Source: an optimization exercise on an open RTL-to-GDS flow (aim: small area, a short achievable clock period and few clock cycles). Production flows keep margins and buffers that such runs may drop.
In this exercise RTL edits were held to simulation tests only and were not proved equivalent to the original.
Power figures rest on the tool's default switching activity, not on a simulated workload.

Design ncb, start of the top module:
module ncb (
    input  wire         clk,
    input  wire         rst,
    input  wire         cmd_valid,
    input  wire [31:0]  cmd_word,
    output wire         cmd_ready,
    input  wire [5:0]   host_addr,
    input  wire         host_we,
    input  wire [7:0]   host_wdata,
    output reg  [7:0]   host_rdata,
    output wire [7:0]   status,
    output wire         tr_valid,
    output wire [6:0]   tr_sa,
    output wire [4:0]   tr_wlen,
    output wire [127:0] tr_wdata,
    output wire [4:0]   tr_rlen,
    input  wire         tr_done,
    input  wire         tr_err,
    input  wire [127:0] tr_rdata
);
For scale: roughly 5000 cells after synthesis, about 310 flip-flops, roughly 340 I/O pins, about 30000 sq um of cells after synthesis.
clock: 10.0 ns
lec_check: 0
abc_area: 1
cap_margin: 20
core_margin: 2
core_utilization: 30
place_density: 0.4
setup_slack_margin: 4.3
slew_margin: 20
standard.sh (not shown) runs the stock make flow with config.mk's settings and CLKGATE_MAP_FILE= SYNTH_SCRIPT=/design/flow/synth_recipe.tcl, a recipe that flattens the netlist after the stock synthesis.
==> flow/flow/run.sh <==
#!/bin/bash
# The standard layout, with the port buffers that ORFS inserts during global
# placement made from the smallest plain buffer (buf_1) instead of ORFS's
# default pick; the resizer still upsizes any of them that timing needs.
set -euo pipefail
export BUFFER_PORTS_ARGS="-buffer_cell sky130_fd_sc_hd__buf_1"
bash standard.sh > standard.log 2>&1
Testbench counts at the start, summed over its fixed seeds: cycles 23,374.
Change:
Settings changed: CORE_UTILIZATION 30 to 40, PLACE_DENSITY 0.4 to 0.55, SETUP_SLACK_MARGIN 4.3 to 4.2.
Result: Total power came out lower by 2.4%. Flip-flop and latch count does not change. Clock power barely changes. Worst setup slack is worse by 0.063 ns. Via count hardly moves. Wire length came out lower by 10%. Non-clock buffer count came out lower by 73. Synthesized cell count is unchanged.

---

ncb, a different RTL version from the one above (not shown whole).
For scale: roughly 3900 cells after synthesis, roughly 330 flip-flops, roughly 32000 um^2 of cells after synthesis.
export LEC_CHECK = 0
export CAP_MARGIN = 20
export CORE_MARGIN = 2
export CORE_UTILIZATION = 45
export PLACE_DENSITY = 0.6
export SETUP_SLACK_MARGIN = 4.5
export SLEW_MARGIN = 20
create_clock -name core_clock -period 10.0 [get_ports {clk}]
run.sh (not shown) runs the stock make flow with config.mk's settings and CLKGATE_MAP_FILE= SYNTH_SCRIPT=/design/flow/synth_recipe.tcl, a recipe that flattens the netlist after the stock synthesis.
Stock flow here: none of the scripts above is used.
Testbench counts at the start, summed over its fixed seeds: cycles 23,374.
Then changed:
- CORE_UTILIZATION: 45 -> 25
- PLACE_DENSITY: 0.6 -> 0.35
Worst setup slack got worse by 0.059 ns.
Critical path depth came out lower by 1.
Final area came out higher by a few percent.
Power came out higher by a few percent.

---

Another version of the RTL of ncb (not shown whole).
Size in the first run: roughly 310 flip-flops, roughly 0.032 mm² of cells after synthesis.
Design ncb, start of the top module:
module ncb (
    input  wire         clk,
    input  wire         rst,
    input  wire         cmd_valid,
    input  wire [31:0]  cmd_word,
    output wire         cmd_ready,
    input  wire [5:0]   host_addr,
    input  wire         host_we,
    input  wire [7:0]   host_wdata,
    output reg  [7:0]   host_rdata,
    output wire [7:0]   status,
    output wire         tr_valid,
    output wire [6:0]   tr_sa,
    output wire [4:0]   tr_wlen,
    output wire [127:0] tr_wdata,
    output wire [4:0]   tr_rlen,
    input  wire         tr_done,
    input  wire         tr_err,
    input  wire [127:0] tr_rdata
);
clock: 10.0 ns
lec_check: 0
abc_area: 1
cap_margin: 20
core_margin: 2
core_utilization: 25
place_density: 0.35
setup_slack_margin: 4.4
slew_margin: 20
standard.sh (not shown) runs the stock make flow with config.mk's settings and CLKGATE_MAP_FILE= SYNTH_SCRIPT=/design/flow/synth_recipe.tcl, a recipe that flattens the netlist after the stock synthesis.
Scripts as last shown in full above: flow/flow/run.sh
Testbench counts at the start, summed over its fixed seeds: cycles 23,374.
Next try:
- CORE_UTILIZATION: 25 -> 40
- PLACE_DENSITY: 0.35 -> 0.55
- SETUP_SLACK_MARGIN: 4.4 -> 4.2
Effect: The changed run finished with timing, DRC and antenna clean; sequential power barely changes; worst hold slack stays flat; synthesized area stays the same.

-- separate check: timing with driven ports --
The flow's constraints put no driver on any port. The routed layouts listed below were extracted and timed again, unchanged, in two steps.
Step 1: set_driving_cell puts a clkbuf_16 on clk and a buf_2 on each other input, an assumption about the parent block.
Step 2 times the ports against the registers' clock, not the clock port: input delays grow and output delays shrink by t, the midpoint of the rising clock arrivals with the driver on.
Three values: ideal ports, drivers, drivers and shift; two values: the first two.
run | t (ns) | setup WS [ns] | hold WS [ns] | slew at the worst register clock pin (ns)
the first run of note 1 | 0.699 | 3.966 / 3.904 / 3.612 | 0.450 / 0.450 / 0.450 | 0.07 / 0.07
the second run of note 1 | 0.673 | 3.903 / 3.841 / 3.466 | 0.451 / 0.451 / 0.451 | 0.08 / 0.08
the first run of note 2 | 0.681 | 4.081 / 3.811 / 3.342 | 0.464 / 0.464 / 0.464 | 0.07 / 0.07
the second run of note 2 | 0.701 | 4.022 / 3.876 / 3.424 | 0.463 / 0.463 / 0.463 | 0.07 / 0.07
the first run of note 3 | 0.717 | 4.290 / 3.974 / 3.383 | 0.458 / 0.458 / 0.458 | 0.07 / 0.07
the second run of note 3 | 0.657 | 4.100 / 3.976 / 3.577 | 0.455 / 0.455 / 0.455 | 0.07 / 0.07
After both steps every run listed still meets setup and hold. The setup slack of the first run of note 3, which loses most, moves by -0.316 ns with the drivers and by -0.907 ns with both steps.
